From an optimization exercise on the open Yosys and OpenROAD flow, aimed at small area, a short achievable clock period and few clock cycles; shortcuts taken in it are not production practice.
In this exercise RTL edits were held to simulation tests only and were not proved equivalent to the original.
Power figures rest on the tool's default switching activity, not on a simulated workload.

==> inputs of lagoon <==
// iridium_core
module iridium_core #(
    parameter [31:0] HEAP_CAPACITY = 32'h0010_0000
) (
    input  wire        clk,
    input  wire        rst,           
    input  wire        cmd_valid,
    input  wire        cmd_run,       
    output wire        cmd_ready,
    output reg         done,
    output reg  [1:0]  outcome,       
    output reg  [2:0]  fault_kind,    
    input  wire [31:0] prog_len,
    output wire [31:0] imem_addr,
    input  wire [31:0] imem_rdata,
    output wire [31:0] pc,
    output wire        equal_flag,
    output wire [31:0] remainder,
    output wire [31:0] heap_len,
    input  wire [4:0]  dbg_sel,
    output wire [31:0] dbg_data
);
make LEC_CHECK=0 CAP_MARGIN=30 CORE_MARGIN=2 CORE_UTILIZATION=45 SETUP_SLACK_MARGIN=4 SLEW_MARGIN=30 finish   # period 12.5 ns
run.sh (not shown) runs the stock make flow with config.mk's settings and CLKGATE_MAP_FILE= SYNTH_SCRIPT=/design/flow/synth_recipe.tcl, a recipe that flattens the netlist after the stock synthesis.
==> inputs of nickel, as changes to lagoon <==
--- a/flow/design.v
+++ b/flow/design.v
@@ -174,16 +174,14 @@
     wire        qzero = (bl_n < bl_d);
     wire [3:0]  n_m   = qzero ? 4'd0 : qbits[5:2] + {3'd0, qbits[1:0] != 2'd0};
     wire [5:0]  n_s   = 6'd32 - {n_m, 2'b0};
     wire [31:0] n_rot = (dq << n_s[4:0]) | (dq >> (6'd32 - {1'b0, n_s[4:0]}));
     wire [31:0] n_msk = ~(32'hffff_ffff << n_s);
     wire [31:0] n_r   = n_rot & n_msk;
     wire [31:0] n_q   = n_rot & ~n_msk;
-    wire [31:0] rem_mag = (state == S_NORM) ? dq : dr;
-    wire [31:0] rem_fix = rneg ? -rem_mag : rem_mag;
     wire [31:0] va_abs = va[31] ? -va : va;
     wire [31:0] vb_abs = vb[31] ? -vb : vb;
     reg  [1:0]  x_oc;
     reg  [2:0]  x_fk;
     reg         x_end;       
     reg  [31:0] x_pc;
     reg         x_wr;        
@@ -272,15 +270,14 @@
         w_en = 1'b0;
         w_a  = rd_q;
         w_d  = 32'd0;
         case (state)
             S_CLR:    begin w_en = 1'b1; w_d = 32'd0; end
             S_EXEC:   begin w_en = x_wr; w_a = x_wa; w_d = x_wd; end
             S_MUL:    begin w_en = 1'b1; w_d = prod; end
-            S_NORM:   begin w_en = qzero; w_d = 32'd0; end
             S_DIVFIN: begin w_en = 1'b1; w_d = qneg ? -dq : dq; end
             default:  ;
         endcase
     end
     always @(posedge clk) begin
         if (w_en)
             regs[w_a] <= w_d;
@@ -328,46 +325,38 @@
                     end else if (!run_mode) begin
                         finish(OUT_CONTINUE, F_NONE);
                     end else if (x_jump) begin
                         state <= S_FETCH;
                     end
                 end
                 S_MUL: step_continue();
-                S_NORM: begin
-                    if (qzero) begin
-                        rem_q <= rem_fix;
-                        step_continue();
-                    end else begin
-                        state <= S_DIV;
-                    end
-                end
+                S_NORM: state <= qzero ? S_DIVFIN : S_DIV;
                 S_DIV: begin
                     if (dcnt == 4'd1)
                         state <= S_DIVFIN;
                 end
                 S_DIVFIN: begin
-                    rem_q <= rem_fix;
+                    rem_q <= rneg ? -dr : dr;
                     step_continue();
                 end
                 default: state <= S_IDLE;
             endcase
         end
     end
-    always @(posedge clk)
-        dd3 <= {2'b0, dd} + {1'b0, dd, 1'b0};
     always @(posedge clk) begin
         if (exec) begin
             dq   <= op_div ? va_abs : va;
             dd   <= op_div ? vb_abs : vb;
             qneg <= va[31] ^ vb[31];
             rneg <= va[31];
         end else if (state == S_NORM) begin
             dq   <= n_q;
             dr   <= n_r;
             dcnt <= n_m;
+            dd3  <= {2'b0, dd} + {1'b0, dd, 1'b0};
         end else if (state == S_DIV) begin
             dq   <= st_q;
             dr   <= st_r;
             dcnt <= dcnt - 4'd1;
         end
     end
     task finish(input [1:0] oc, input [2:0] fk);
Settings changed: CAP_MARGIN 30 to 20, SLEW_MARGIN 30 to 20.
==> notes.md <==
Die area: lagoon is smaller than nickel (about 0.9%).
In lagoon the hold slack is better than in nickel, by 5.4 ps.
Of nickel and lagoon, lagoon has the higher power (gap 1.0%, measured against lagoon).
Global-route usage: nickel is lower than lagoon (0.52 points).
Testbench counts of lagoon, summed over its fixed seeds: cycles 29,966.
Testbench counts of nickel, summed over its fixed seeds: cycles 30,311.

re-timing with driven ports:
The results above use ideal ports. As a check the final layouts listed here were re-extracted and re-timed, cells and wires unchanged.
Step 1 assumes that a clkbuf_16 drives the clock port and a buf_2 every other input.
Step 2 also shifts input and output timing later by t, the mid clock arrival at the registers, as if the neighbouring blocks saw the same clock.
Slacks: ideal / step 1 / step 2; pairs: ideal / step 1.
run	t, ns	setup slack, ns	hold slack, ns	worst setup path at the end	latest minus earliest clock arrival (ns)
lagoon	0.923	3.794 / 3.771 / 3.082	0.462 / 0.462 / 0.462	input to register	0.075 / 0.076
nickel	0.950	3.797 / 3.768 / 3.078	0.457 / 0.457 / 0.457	input to register	0.089 / 0.090
After both steps setup and hold are still met in every run listed. The setup slack of nickel, which loses most, moves by -0.029 ns with the drivers and by -0.719 ns with both steps.
